What follows belongs to an exercise in optimizing a design on an open flow for small area, a short achievable clock period and few clock cycles; a production flow would make more cautious choices.
Only simulation tests tie the RTL to the original design; equivalence was not proved.
Power and IR drop assume default switching activity.

==> try-juniper: inputs <==
==> flow/design.v <==
module pi_dma (
    input  wire        clk,
    input  wire        rst,             
    input  wire        reg_valid,
    input  wire        reg_we,
    input  wire [3:0]  reg_idx,         
    input  wire [31:0] reg_wdata,
    output reg         reg_ready,       
    output reg         reg_rvalid,
    output reg  [31:0] reg_rdata,
    output reg         irq_out,
    input  wire [31:0] image_size,
    output reg         sys_req,
    output reg         sys_we,
    output wire [19:0] sys_addr,
    output wire [63:0] sys_wdata,
    output wire [7:0]  sys_wstrb,
    input  wire        sys_gnt,
    input  wire        sys_rvalid,
    input  wire [63:0] sys_rdata,
    output reg         st_req,
    output reg         st_we,
    output wire [11:0] st_addr,
    output wire [63:0] st_wdata,
    output wire [7:0]  st_wstrb,
    input  wire        st_gnt,
    input  wire        st_rvalid,
    input  wire [63:0] st_rdata,
    output reg         im_req,
    output wire [24:0] im_addr,
    input  wire        im_gnt,
    input  wire        im_rvalid,
    input  wire [63:0] im_rdata
);
    reg [31:0] r_dram, r_cart, r_rdlen, r_wrlen;
    reg [31:0] r_rsv [0:7];             
    reg        busy;
    reg        ph1, ph2, ph3;           
    wire take    = reg_valid && !busy;
    wire wr      = take && reg_we;
    wire trig    = wr && (reg_idx == 4'd2 || reg_idx == 4'd3);
    wire clr_all = wr && reg_idx == 4'd4 && reg_wdata[0];
    reg [28:0] isz_q;
    reg [28:0] room_q;                  
    reg        room_neg;                
    wire [27:0] a28     = r_cart[27:0];
    wire        is_st   = a28[27];
    wire        is_rsv  = !a28[27] && a28[26] && a28[24];
    wire [29:0] im_diff = {1'b0, isz_q} - {2'b0, a28};
    wire [15:0] st_room = 16'h8000 - {1'b0, a28[14:0]};
    always @(posedge clk) begin
        isz_q  <= image_size[28:0];
        room_q   <= is_st  ? {13'd0, st_room} :
                    is_rsv ? 29'h1FFFFFFF : im_diff[28:0];
        room_neg <= !is_st && !is_rsv && im_diff[29];
    end
    reg        dir;                     
    reg        copy;                    
    reg        s_sys, s_st, s_im;       
    reg [24:0] n_q;                     
    reg [21:0] lenp1;                   
    reg [2:0]  slo, dlo;                
    reg [2:0]  rot;                     
    reg [7:0]  psel;                    
    reg        late;                    
    reg [19:0] sysc;                    
    reg [24:0] cartc;                   
    reg [2:0]  rc;                      
    reg [1:0]  ri;                      
    reg        rq;                      
    reg        wp;                      
    reg [1:0]  ocnt;                    
    reg [1:0]  dcnt;                    
    reg        rd_all;                  
    reg        arr_first, emit_first, arr_done, emit_done;
    reg [63:0] cur;                     
    reg [63:0] wdata;
    reg [7:0]  wstrb;
    wire r_gnt = s_sys ? sys_gnt : s_st ? st_gnt : im_gnt;
    wire r_val = s_sys ? sys_rvalid : s_st ? st_rvalid : im_rvalid;
    wire [63:0] r_data = s_sys ? sys_rdata : s_st ? st_rdata : im_rdata;
    wire w_gnt = dir ? sys_gnt : st_gnt;
    wire g      = rq && r_gnt;          
    wire w_done = wp && w_gnt;          
    wire w_free = !wp || w_gnt;
    wire [1:0]  ri_nx  = (ri == 2'd3) ? ri : ri + {1'b0, g};
    wire [21:0] room_w = room_q[24:3];
    wire        room_hi = room_q[28:25] != 4'd0;
    wire        len_ge = !room_hi && (lenp1 > room_w);          
    wire [3:0]  k1     = 4'd8 - {1'b0, slo};                    
    wire        ph1_n1 = !room_neg && (room_q[28:4] != 25'd0 || room_q[3:0] > k1) &&
                         !(lenp1 == 22'd1 && slo == 3'd0);
    wire [4:0]  k2     = 5'd16 - {2'd0, slo};                   
    wire        ph2_n1 = (n_q[24:4] != 21'd0) || (n_q[3:0] > k1);
    wire        ph2_n2 = (n_q[24:5] != 20'd0) || (n_q[4:0] > k2);
    wire [19:0] sysc_i  = sysc + 20'd1;
    wire [24:0] cartc_i = cartc + 25'd1;
    wire [3:0]  rc_c    = {2'd0, ns_t[4:3]} - {2'd0, ri} - {3'd0, g};
    wire [21:0] rcnt    = n_q[24:3];
    wire [3:0]  rk0     = 4'd0 - {rc[2], rc};                   
    wire [3:0]  rk1     = 4'd1 - {rc[2], rc};                   
    wire        nd0    = ph1 ? (ri == 2'd0 || (ri == 2'd1 && ph1_n1)) :
                         ph2 ? (ri == 2'd0 || (ri == 2'd1 && ph2_n1) ||
                                         (ri == 2'd2 && ph2_n2)) :
                         (rcnt != {{18{rk0[3]}}, rk0});
    wire        nd1    = ph1 ? (ri == 2'd0 && ph1_n1) :
                         ph2 ? ((ri == 2'd0 && ph2_n1) || (ri == 2'd1 && ph2_n2)) :
                         (rcnt != {{18{rk1[3]}}, rk1});
    wire        need   = g ? nd1 : nd0;
    wire        im_none = ph1 && s_im && (room_neg || room_q == 29'd0);
    wire        copy_e  = copy && !im_none;
    wire        rv      = busy && r_val;
    wire        arrive  = rv && copy;
    wire        keep   = arrive && (dcnt == 2'd0);
    wire        absorb = keep && w_free;
    wire        drop   = keep && !w_free;
    wire        last_a = rd_all && (ocnt == 2'd1);
    wire [4:0]  ns_t   = {2'd0, slo} + {2'd0, n_q[2:0]} + 5'd7;
    wire [4:0]  fd_r   = {2'd0, dlo} + {2'd0, room_q[2:0]} + 5'd7;
    wire [4:0]  fs_r   = {2'd0, slo} + {2'd0, room_q[2:0]} + 5'd7;
    wire [4:0]  fd_0   = {2'd0, dlo} + 5'd7;
    wire [4:0]  fs_0   = {2'd0, slo} + 5'd7;
    wire        fl_r   = (fd_r[4:3] + {1'b0, late}) != fs_r[4:3];
    wire        fl_0   = (fd_0[4:3] + {1'b0, late}) != fs_0[4:3];
    reg         flush_q;
    wire        flush_need = flush_q;
    wire        em_arr = absorb && !(arr_first && late);
    wire        em_fl  = arr_done && !emit_done && flush_q && w_free;
    wire        emit   = em_arr || em_fl;
    wire        em_last = em_fl || (em_arr && last_a && !flush_need);
    wire [7:0]  fmask = 8'hFF << dlo;
    wire [2:0]  le    = dlo + n_q[2:0] - 3'd1;
    wire [7:0]  lmask = 8'hFF >> (3'd7 - le);
    wire [127:0] r_dd  = {r_data, r_data};
    wire [63:0]  r_rot = r_dd[8*rot +: 64];
    wire [63:0]  w_mix;
    genvar gb;
    generate
        for (gb = 0; gb < 8; gb = gb + 1) begin : g_lane
            assign w_mix[8*gb +: 8] = psel[gb] ? cur[8*gb +: 8] : r_rot[8*gb +: 8];
        end
    endgenerate
    wire fin = busy && !ph1 && !ph2 &&
               (!copy || (emit_done && w_free && !emit)) &&
               (ocnt == 2'd0 || (ocnt == 2'd1 && r_val && !g));
    wire oc_full = (ocnt == 2'd2) ? (g == rv) : ((ocnt == 2'd1) && g && !rv);
    wire rq_nx = busy && !fin && copy_e && need && !drop && !oc_full;
    wire wp_nx = emit || (wp && !w_gnt);
    assign sys_addr  = sysc[19:0];
    assign sys_wdata = wdata;
    assign sys_wstrb = wstrb;
    assign st_addr   = cartc[11:0];
    assign st_wdata  = wdata;
    assign st_wstrb  = wstrb;
    assign im_addr   = cartc;
    integer i;
    wire        zap = rst || clr_all;
    wire [31:0] wd  = zap ? 32'd0 : reg_wdata;
    reg         upd_hi, cy_d, cy_c;
    wire [16:0] lo_d = {1'b0, r_dram[15:0]} + {1'b0, n_q[15:0]};
    wire [16:0] lo_c = {1'b0, r_cart[15:0]} + {1'b0, n_q[15:0]};
    wire [15:0] hi_d = r_dram[31:16] + {7'd0, n_q[24:16]} + {15'd0, cy_d};
    wire [15:0] hi_c = r_cart[31:16] + {7'd0, n_q[24:16]} + {15'd0, cy_c};
    always @(posedge clk) begin
        upd_hi <= ph2;
        if (ph2) begin
            cy_d <= lo_d[16];
            cy_c <= lo_c[16];
        end
        if (zap || (wr && reg_idx == 4'd0)) r_dram <= wd;
        else if (ph2) r_dram[15:0] <= lo_d[15:0];
        else if (upd_hi) r_dram[31:16] <= hi_d;
        if (zap || (wr && reg_idx == 4'd1)) r_cart <= wd;
        else if (ph2) r_cart[15:0] <= lo_c[15:0];
        else if (upd_hi) r_cart[31:16] <= hi_c;
        if (zap || (wr && reg_idx == 4'd2)) r_rdlen <= wd;
        if (zap || (wr && reg_idx == 4'd3)) r_wrlen <= wd;
        for (i = 0; i < 8; i = i + 1)
            if (zap || (wr && reg_idx == 4'd5 + i)) r_rsv[i] <= wd;
    end
    always @(posedge clk) begin
        case (reg_idx)
            4'd0:  reg_rdata <= r_dram;
            4'd1:  reg_rdata <= r_cart;
            4'd2:  reg_rdata <= r_rdlen;
            4'd3:  reg_rdata <= r_wrlen;
            4'd5:  reg_rdata <= r_rsv[0];
            4'd6:  reg_rdata <= r_rsv[1];
            4'd7:  reg_rdata <= r_rsv[2];
            4'd8:  reg_rdata <= r_rsv[3];
            4'd9:  reg_rdata <= r_rsv[4];
            4'd10: reg_rdata <= r_rsv[5];
            4'd11: reg_rdata <= r_rsv[6];
            4'd12: reg_rdata <= r_rsv[7];
            default: reg_rdata <= 32'd0;
        endcase
    end
    wire copy_c = is_st || (!is_rsv && reg_idx[0]);
    always @(posedge clk) begin
        if (rst) begin
            busy <= 1'b0; ph1 <= 1'b0; ph2 <= 1'b0; ph3 <= 1'b0;
            irq_out <= 1'b0; reg_rvalid <= 1'b0; reg_ready <= 1'b1;
            rq <= 1'b0; wp <= 1'b0; ocnt <= 2'd0; dcnt <= 2'd0; copy <= 1'b0;
            sys_req <= 1'b0; st_req <= 1'b0; im_req <= 1'b0;
        end else begin
            reg_rvalid <= take && !reg_we;
            reg_ready  <= busy ? fin : !trig;
            if (wr && reg_idx == 4'd4 && reg_wdata[1]) irq_out <= 1'b0;
            if (trig) begin
                busy    <= 1'b1;
                ph1     <= 1'b1;
                copy    <= copy_c;
                rq      <= copy_c;
                sys_req <= copy_c && !reg_idx[0];
                st_req  <= copy_c && reg_idx[0] && is_st;
                im_req  <= copy_c && reg_idx[0] && !is_st;
            end else if (busy) begin
                ph1 <= 1'b0;
                ph2 <= ph1;
                if (ph2) ph3 <= 1'b1;
                ocnt <= ocnt + {1'b0, g} - {1'b0, rv};
                if (im_none) copy <= 1'b0;
                if (arrive && dcnt != 2'd0) dcnt <= dcnt - 2'd1;
                if (drop) dcnt <= ocnt - 2'd1 + {1'b0, g};
                rq      <= rq_nx;
                wp      <= wp_nx;
                sys_req <= dir ? wp_nx : rq_nx;
                st_req  <= dir ? (rq_nx && s_st) : wp_nx;
                im_req  <= rq_nx && s_im;
                if (fin) begin
                    busy    <= 1'b0;
                    ph2     <= 1'b0;
                    ph3     <= 1'b0;
                    irq_out <= 1'b1;
                end
            end
        end
    end
    always @(posedge clk) begin
        if (trig) begin
            dir    <= reg_idx[0];
            lenp1  <= {1'b0, reg_wdata[23:3]} + 22'd1;
            sys_we <= reg_idx == 4'd3;
            st_we  <= reg_idx == 4'd2;
            s_sys  <= !reg_idx[0];
            s_st   <= reg_idx[0] && is_st;
            s_im   <= reg_idx[0] && !is_st;
            slo  <= reg_idx[0] ? r_cart[2:0] : r_dram[2:0];
            dlo  <= reg_idx[0] ? r_dram[2:0] : r_cart[2:0];
            rot  <= reg_idx[0] ? (r_cart[2:0] - r_dram[2:0]) : (r_dram[2:0] - r_cart[2:0]);
            psel <= reg_idx[0] ? (8'hFF >> (r_cart[2:0] - r_dram[2:0]))
                               : (8'hFF >> (r_dram[2:0] - r_cart[2:0]));
            if (r_cart[2:0] == r_dram[2:0]) psel <= 8'h00;
            late <= reg_idx[0] ? (r_cart[2:0] > r_dram[2:0]) : (r_dram[2:0] > r_cart[2:0]);
            sysc  <= r_dram[22:3];
            cartc <= is_st ? {13'd0, r_cart[14:3]} : r_cart[27:3];
            ri <= 2'd0;
            rd_all <= 1'b0;
            arr_first <= 1'b1; emit_first <= 1'b1; arr_done <= 1'b0; emit_done <= 1'b0;
        end else begin
            if (ph1) begin
                n_q     <= room_neg ? 25'd0 : len_ge ? room_q[24:0] : {lenp1, 3'd0};
                flush_q <= len_ge ? fl_r : fl_0;
            end
            ri <= ri_nx;
            if (ph2) begin
                rc      <= rc_c[2:0];
            end else begin
                if (drop) n_q[24:3] <= ocnt[1] ? rcnt + 22'd2 : rcnt + 22'd1;
                else if (g && ph3) n_q[24:3] <= rcnt - 22'd1;
            end
            rd_all <= !drop && !need;
            if (!dir) begin
                if (drop) sysc <= ocnt[1] ? sysc - 20'd2 : sysc - 20'd1;
                else if (g) sysc <= sysc_i;
                if (emit && !emit_first) cartc <= cartc_i;
            end else begin
                if (drop) cartc <= ocnt[1] ? cartc - 25'd2 : cartc - 25'd1;
                else if (g) cartc <= cartc_i;
                if (emit && !emit_first) sysc <= sysc_i;
            end
            if (absorb) begin
                cur <= r_rot;
                arr_first <= 1'b0;
                if (last_a) arr_done <= 1'b1;
            end
            if (emit) begin
                wdata <= w_mix;
                wstrb <= (emit_first ? fmask : 8'hFF) & (em_last ? lmask : 8'hFF);
                emit_first <= 1'b0;
                if (em_last) emit_done <= 1'b1;
            end
        end
    end
endmodule
==> flow/flow/run.sh <==
#!/bin/bash
# Standard layout (the standard.sh, unchanged synthesis), with one change:
# the port buffers that global placement inserts on every input and output
# are sky130_fd_sc_hd__buf_2 instead of the tool's default pick.
set -euo pipefail
export BUFFER_PORTS_ARGS="-buffer_cell sky130_fd_sc_hd__buf_2"
bash standard.sh > standard_make.log 2>&1
==> flow/standard.sh <==
#!/bin/bash
# synth_recipe.tcl (not shown) runs the flow's synth.tcl, then flattens the netlist and writes it again
# the make line also repeats each setting of config.mk as NAME=value (left out here)
make -C /OpenROAD-flow-scripts/flow DESIGN_CONFIG=/design/flow/config.mk WORK_HOME=/design/flow/orfs CLKGATE_MAP_FILE= SYNTH_SCRIPT=/design/flow/synth_recipe.tcl "${@:-finish}"
==> flow/config.mk <==
export PLATFORM = sky130hd
export DESIGN_NAME = pi_dma
export DESIGN_NICKNAME = pi_dma
export VERILOG_FILES = /design/flow/design.v
export SDC_FILE = /design/flow/constraint.sdc
export NUM_CORES = 4
export LEC_CHECK = 0
export CAP_MARGIN = 20
export CORE_MARGIN = 2
export CORE_UTILIZATION = 40
export CTS_CLUSTER_DIAMETER = 150
export CTS_CLUSTER_SIZE = 18
export SETUP_SLACK_MARGIN = 5
export SLEW_MARGIN = 20
export TNS_END_PERCENT = 15
==> flow/constraint.sdc <==
create_clock -name core_clock -period 8.0 [get_ports {clk}]
set_input_delay 1.6000 -clock core_clock [delete_from_list [all_inputs] [get_ports {clk}]]
set_output_delay 1.6000 -clock core_clock [all_outputs]
set_load 0.01 [all_outputs]
==> try-indigo (differences from try-juniper) <==
==> flow/design.v, changed modules only <==
module pi_dma (
    input  wire        clk,
    input  wire        rst,             
    input  wire        reg_valid,
    input  wire        reg_we,
    input  wire [3:0]  reg_idx,         
    input  wire [31:0] reg_wdata,
    output wire        reg_ready,
    output reg         reg_rvalid,
    output reg  [31:0] reg_rdata,
    output reg         irq_out,
    input  wire [31:0] image_size,
    output reg         sys_req,
    output reg         sys_we,
    output wire [19:0] sys_addr,
    output wire [63:0] sys_wdata,
    output wire [7:0]  sys_wstrb,
    input  wire        sys_gnt,
    input  wire        sys_rvalid,
    input  wire [63:0] sys_rdata,
    output reg         st_req,
    output reg         st_we,
    output wire [11:0] st_addr,
    output wire [63:0] st_wdata,
    output wire [7:0]  st_wstrb,
    input  wire        st_gnt,
    input  wire        st_rvalid,
    input  wire [63:0] st_rdata,
    output reg         im_req,
    output wire [24:0] im_addr,
    input  wire        im_gnt,
    input  wire        im_rvalid,
    input  wire [63:0] im_rdata
);
    reg [31:0] r_dram, r_cart, r_rdlen, r_wrlen;
    reg [31:0] r_rsv [0:7];             
    reg        busy;
    reg [1:0]  ph;                      
    assign reg_ready = !busy;
    wire take    = reg_valid && !busy;
    wire wr      = take && reg_we;
    wire trig    = wr && (reg_idx == 4'd2 || reg_idx == 4'd3);
    wire clr_all = wr && reg_idx == 4'd4 && reg_wdata[0];
    reg [28:0] isz_q;
    reg [24:0] room_q;
    wire [27:0] a28     = r_cart[27:0];
    wire        is_st   = a28[27];
    wire        is_rsv  = !a28[27] && a28[26] && a28[24];
    wire [29:0] im_diff = {1'b0, isz_q} - {2'b0, a28};
    wire [15:0] st_room = 16'h8000 - {1'b0, a28[14:0]};
    always @(posedge clk) begin
        isz_q  <= image_size[28:0];
        room_q <= is_st   ? {9'd0, st_room} :
                  is_rsv  ? 25'h1FFFFFF :
                  im_diff[29] ? 25'd0 :
                  (im_diff[28:25] != 4'd0) ? 25'h1FFFFFF : im_diff[24:0];
    end
    reg        dir;                     
    reg        copy;                    
    reg        s_sys, s_st, s_im;       
    reg [24:0] n_q;                     
    reg [20:0] lenw;                    
    reg [2:0]  slo, dlo;                
    reg [2:0]  rot;                     
    reg [7:0]  psel;                    
    reg        late;                    
    reg [19:0] sysc;                    
    reg [24:0] cartc;                   
    reg [2:0]  rc;                      
    reg [1:0]  ri;                      
    reg        rq;                      
    reg        wp;                      
    reg [1:0]  ocnt;                    
    reg [1:0]  dcnt;                    
    reg        rd_all;                  
    reg        arr_first, emit_first, arr_done, emit_done;
    reg [63:0] cur;                     
    reg [63:0] wdata;
    reg [7:0]  wstrb;
    wire r_gnt = s_sys ? sys_gnt : s_st ? st_gnt : im_gnt;
    wire r_val = s_sys ? sys_rvalid : s_st ? st_rvalid : im_rvalid;
    wire [63:0] r_data = ({64{s_sys}} & sys_rdata) | ({64{s_st}} & st_rdata) |
                         ({64{s_im}} & im_rdata);
    wire w_gnt = dir ? sys_gnt : st_gnt;
    wire g      = rq && r_gnt;          
    wire w_done = wp && w_gnt;          
    wire w_free = !wp || w_gnt;
    wire [1:0]  ri_nx  = (ri == 2'd3) ? ri : ri + {1'b0, g};
    wire [21:0] len_a  = {1'b0, lenw};
    wire [21:0] room_w = room_q[24:3];
    wire        len_ge = len_a >= room_w;                       
    wire [3:0]  k1     = 4'd8 - {1'b0, slo};                    
    wire        ph1_n1 = (room_q[24:4] != 21'd0 || room_q[3:0] > k1) &&
                         !(len_a == 22'd0 && slo == 3'd0);
    wire [4:0]  k2     = 5'd16 - {2'd0, slo};                   
    wire        ph2_n1 = (n_q[24:4] != 21'd0) || (n_q[3:0] > k1);
    wire        ph2_n2 = (n_q[24:5] != 20'd0) || (n_q[4:0] > k2);
    wire [19:0] sysc_i  = sysc + 20'd1;
    wire [24:0] cartc_i = cartc + 25'd1;
    wire [3:0]  rc_c    = {2'd0, ns_t[4:3]} - {2'd0, ri} - {3'd0, g};
    wire [21:0] rcnt    = n_q[24:3];
    wire [3:0]  rk0     = 4'd0 - {rc[2], rc};                   
    wire [3:0]  rk1     = 4'd1 - {rc[2], rc};                   
    wire        nd0    = (ph == 2'd1) ? (ri == 2'd0 || (ri == 2'd1 && ph1_n1)) :
                         (ph == 2'd2) ? (ri == 2'd0 || (ri == 2'd1 && ph2_n1) ||
                                         (ri == 2'd2 && ph2_n2)) :
                         (rcnt != {{18{rk0[3]}}, rk0});
    wire        nd1    = (ph == 2'd1) ? (ri == 2'd0 && ph1_n1) :
                         (ph == 2'd2) ? ((ri == 2'd0 && ph2_n1) || (ri == 2'd1 && ph2_n2)) :
                         (rcnt != {{18{rk1[3]}}, rk1});
    wire        need   = g ? nd1 : nd0;
    wire        im_none = (ph == 2'd1) && s_im && (room_q == 25'd0);
    wire        copy_e  = copy && !im_none;
    wire        rv      = busy && r_val;
    wire        arrive  = rv && copy;
    wire        keep   = arrive && (dcnt == 2'd0);
    wire        absorb = keep && w_free;
    wire        drop   = keep && !w_free;
    wire        last_a = rd_all && (ocnt == 2'd1);
    wire [4:0]  ns_t   = {2'd0, slo} + {2'd0, n_q[2:0]} + 5'd7;
    wire [4:0]  fd_r   = {2'd0, dlo} + {2'd0, room_q[2:0]} + 5'd7;
    wire [4:0]  fs_r   = {2'd0, slo} + {2'd0, room_q[2:0]} + 5'd7;
    wire [4:0]  fd_0   = {2'd0, dlo} + 5'd7;
    wire [4:0]  fs_0   = {2'd0, slo} + 5'd7;
    wire        fl_r   = (fd_r[4:3] + {1'b0, late}) != fs_r[4:3];
    wire        fl_0   = (fd_0[4:3] + {1'b0, late}) != fs_0[4:3];
    reg         flush_q;
    wire        flush_need = flush_q;
    wire        em_arr = absorb && !(arr_first && late);
    wire        em_fl  = arr_done && !emit_done && flush_q && w_free;
    wire        emit   = em_arr || em_fl;
    wire        em_last = em_fl || (em_arr && last_a && !flush_need);
    wire [7:0]  fmask = 8'hFF << dlo;
    wire [2:0]  le    = dlo + n_q[2:0] - 3'd1;
    wire [7:0]  lmask = 8'hFF >> (3'd7 - le);
    wire [127:0] r_dd  = {r_data, r_data};
    wire [63:0]  r_rot = r_dd[8*rot +: 64];
    wire [63:0]  w_mix;
    genvar gb;
    generate
        for (gb = 0; gb < 8; gb = gb + 1) begin : g_lane
            assign w_mix[8*gb +: 8] = psel[gb] ? cur[8*gb +: 8] : r_rot[8*gb +: 8];
        end
    endgenerate
    wire fin = busy && (ph != 2'd1) &&
               (!copy || (emit_done && w_free && !emit)) &&
               (ocnt == 2'd0 || (ocnt == 2'd1 && r_val && !g));
    wire oc_full = (ocnt == 2'd2) ? (g == rv) : ((ocnt == 2'd1) && g && !rv);
    wire rq_nx = busy && !fin && copy_e && need && !drop && !oc_full;
    wire wp_nx = emit || (wp && !w_gnt);
    assign sys_addr  = sysc[19:0];
    assign sys_wdata = wdata;
    assign sys_wstrb = wstrb;
    assign st_addr   = cartc[11:0];
    assign st_wdata  = wdata;
    assign st_wstrb  = wstrb;
    assign im_addr   = cartc;
    integer i;
    wire        zap = rst || clr_all;
    wire [31:0] wd  = zap ? 32'd0 : reg_wdata;
    wire        upd = busy && ph == 2'd2;
    always @(posedge clk) begin
        if (zap || (wr && reg_idx == 4'd0)) r_dram <= wd;
        else if (upd) r_dram <= r_dram + {7'd0, n_q};
        if (zap || (wr && reg_idx == 4'd1)) r_cart <= wd;
        else if (upd) r_cart <= r_cart + {7'd0, n_q};
        if (zap || (wr && reg_idx == 4'd2)) r_rdlen <= wd;
        if (zap || (wr && reg_idx == 4'd3)) r_wrlen <= wd;
        for (i = 0; i < 8; i = i + 1)
            if (zap || (wr && reg_idx == 4'd5 + i)) r_rsv[i] <= wd;
    end
    always @(posedge clk) begin
        case (reg_idx)
            4'd0:  reg_rdata <= r_dram;
            4'd1:  reg_rdata <= r_cart;
            4'd2:  reg_rdata <= r_rdlen;
            4'd3:  reg_rdata <= r_wrlen;
            4'd5:  reg_rdata <= r_rsv[0];
            4'd6:  reg_rdata <= r_rsv[1];
            4'd7:  reg_rdata <= r_rsv[2];
            4'd8:  reg_rdata <= r_rsv[3];
            4'd9:  reg_rdata <= r_rsv[4];
            4'd10: reg_rdata <= r_rsv[5];
            4'd11: reg_rdata <= r_rsv[6];
            4'd12: reg_rdata <= r_rsv[7];
            default: reg_rdata <= 32'd0;
        endcase
    end
    wire copy_c = is_st || (!is_rsv && reg_idx[0]);
    always @(posedge clk) begin
        if (rst) begin
            busy <= 1'b0; ph <= 2'd0; irq_out <= 1'b0; reg_rvalid <= 1'b0;
            rq <= 1'b0; wp <= 1'b0; ocnt <= 2'd0; dcnt <= 2'd0; copy <= 1'b0;
            sys_req <= 1'b0; st_req <= 1'b0; im_req <= 1'b0;
        end else begin
            reg_rvalid <= take && !reg_we;
            if (wr && reg_idx == 4'd4 && reg_wdata[1]) irq_out <= 1'b0;
            if (trig) begin
                busy    <= 1'b1;
                ph      <= 2'd1;
                copy    <= copy_c;
                rq      <= copy_c;
                sys_req <= copy_c && !reg_idx[0];
                st_req  <= copy_c && reg_idx[0] && is_st;
                im_req  <= copy_c && reg_idx[0] && !is_st;
            end else if (busy) begin
                if (ph != 2'd3) ph <= ph + 2'd1;
                ocnt <= ocnt + {1'b0, g} - {1'b0, rv};
                if (im_none) copy <= 1'b0;
                if (arrive && dcnt != 2'd0) dcnt <= dcnt - 2'd1;
                if (drop) dcnt <= ocnt - 2'd1 + {1'b0, g};
                rq      <= rq_nx;
                wp      <= wp_nx;
                sys_req <= dir ? wp_nx : rq_nx;
                st_req  <= dir ? (rq_nx && s_st) : wp_nx;
                im_req  <= rq_nx && s_im;
                if (fin) begin
                    busy    <= 1'b0;
                    ph      <= 2'd0;
                    irq_out <= 1'b1;
                end
            end
        end
    end
    always @(posedge clk) begin
        if (trig) begin
            dir    <= reg_idx[0];
            lenw   <= reg_wdata[23:3];
            sys_we <= reg_idx == 4'd3;
            st_we  <= reg_idx == 4'd2;
            s_sys  <= !reg_idx[0];
            s_st   <= reg_idx[0] && is_st;
            s_im   <= reg_idx[0] && !is_st;
            slo  <= reg_idx[0] ? r_cart[2:0] : r_dram[2:0];
            dlo  <= reg_idx[0] ? r_dram[2:0] : r_cart[2:0];
            rot  <= reg_idx[0] ? (r_cart[2:0] - r_dram[2:0]) : (r_dram[2:0] - r_cart[2:0]);
            psel <= reg_idx[0] ? (8'hFF >> (r_cart[2:0] - r_dram[2:0]))
                               : (8'hFF >> (r_dram[2:0] - r_cart[2:0]));
            if (r_cart[2:0] == r_dram[2:0]) psel <= 8'h00;
            late <= reg_idx[0] ? (r_cart[2:0] > r_dram[2:0]) : (r_dram[2:0] > r_cart[2:0]);
            sysc  <= r_dram[22:3];
            cartc <= is_st ? {13'd0, r_cart[14:3]} : r_cart[27:3];
            ri <= 2'd0;
            rd_all <= 1'b0;
            arr_first <= 1'b1; emit_first <= 1'b1; arr_done <= 1'b0; emit_done <= 1'b0;
        end else begin
            if (ph == 2'd1) begin
                n_q     <= len_ge ? room_q : {len_a + 22'd1, 3'd0};
                flush_q <= len_ge ? fl_r : fl_0;
            end
            ri <= ri_nx;
            if (ph == 2'd2) begin
                rc      <= rc_c[2:0];
            end else begin
                if (drop) n_q[24:3] <= rcnt + {20'd0, ocnt};
                else if (g && ph == 2'd3) n_q[24:3] <= rcnt - 22'd1;
            end
            rd_all <= !drop && !need;
            if (!dir) begin
                if (drop) sysc <= sysc - {18'd0, ocnt};
                else if (g) sysc <= sysc_i;
                if (emit && !emit_first) cartc <= cartc_i;
            end else begin
                if (drop) cartc <= cartc - {23'd0, ocnt};
                else if (g) cartc <= cartc_i;
                if (emit && !emit_first) sysc <= sysc_i;
            end
            if (absorb) begin
                cur <= r_rot;
                arr_first <= 1'b0;
                if (last_a) arr_done <= 1'b1;
            end
            if (emit) begin
                wdata <= w_mix;
                wstrb <= (emit_first ? fmask : 8'hFF) & (em_last ? lmask : 8'hFF);
                emit_first <= 1'b0;
                if (em_last) emit_done <= 1'b1;
            end
        end
    end
endmodule
--- a/flow/config.mk
+++ b/flow/config.mk
@@ -8,8 +8,6 @@
 export CAP_MARGIN = 20
 export CORE_MARGIN = 2
 export CORE_UTILIZATION = 40
-export CTS_CLUSTER_DIAMETER = 150
-export CTS_CLUSTER_SIZE = 18
 export SETUP_SLACK_MARGIN = 5
 export SLEW_MARGIN = 20
-export TNS_END_PERCENT = 15
+export TNS_END_PERCENT = 10
==> summary of the runs <==
- try-juniper completed without violations. try-indigo completed with no timing, DRC or antenna violations.
- Final area: try-indigo is higher than try-juniper (about 6%).
- Against try-indigo, the power of try-juniper is lower by 21%.
- Against try-juniper, the global-route usage of try-indigo is higher by 1.2 points.
- Of try-indigo and try-juniper, try-juniper has the higher area after synthesis (gap 0.65%, measured against try-juniper).
Testbench counts of try-juniper, summed over its fixed seeds: cycles 10,803.
Testbench counts of try-indigo, summed over its fixed seeds: cycles 10,758.

-- static timing again, ports no longer ideal --
How much do the figures lean on ideal ports? The routed layouts below were timed once more, with nothing changed but the port constraints.
Step 1 (the two cells are an assumption about what drives the block):
set clk [get_ports {clk}]
set_driving_cell -lib_cell sky130_fd_sc_hd__clkbuf_16 $clk
set_driving_cell -lib_cell sky130_fd_sc_hd__buf_2 [delete_from_list [all_inputs] $clk]
Step 2 moves the port delays by t, midway between the first and last clock arrival at a register: inputs arrive t later, outputs are due t later. That takes back most of the time a late clock gives input paths.
Three values: ideal, step 1, step 2; two values: the first two.
run	shift t [ns]	setup WS [ns]	slew at the worst register clock pin (ns)
try-juniper	0.730	4.630 / 4.550 / 3.820	0.10 / 0.10
try-indigo	0.730	4.533 / 4.533 / 3.926	0.07 / 0.07
After both steps setup and hold are still met in every run listed. For try-juniper, which loses most, drivers alone change the setup slack by -0.080 ns; drivers and shift together by -0.810 ns.
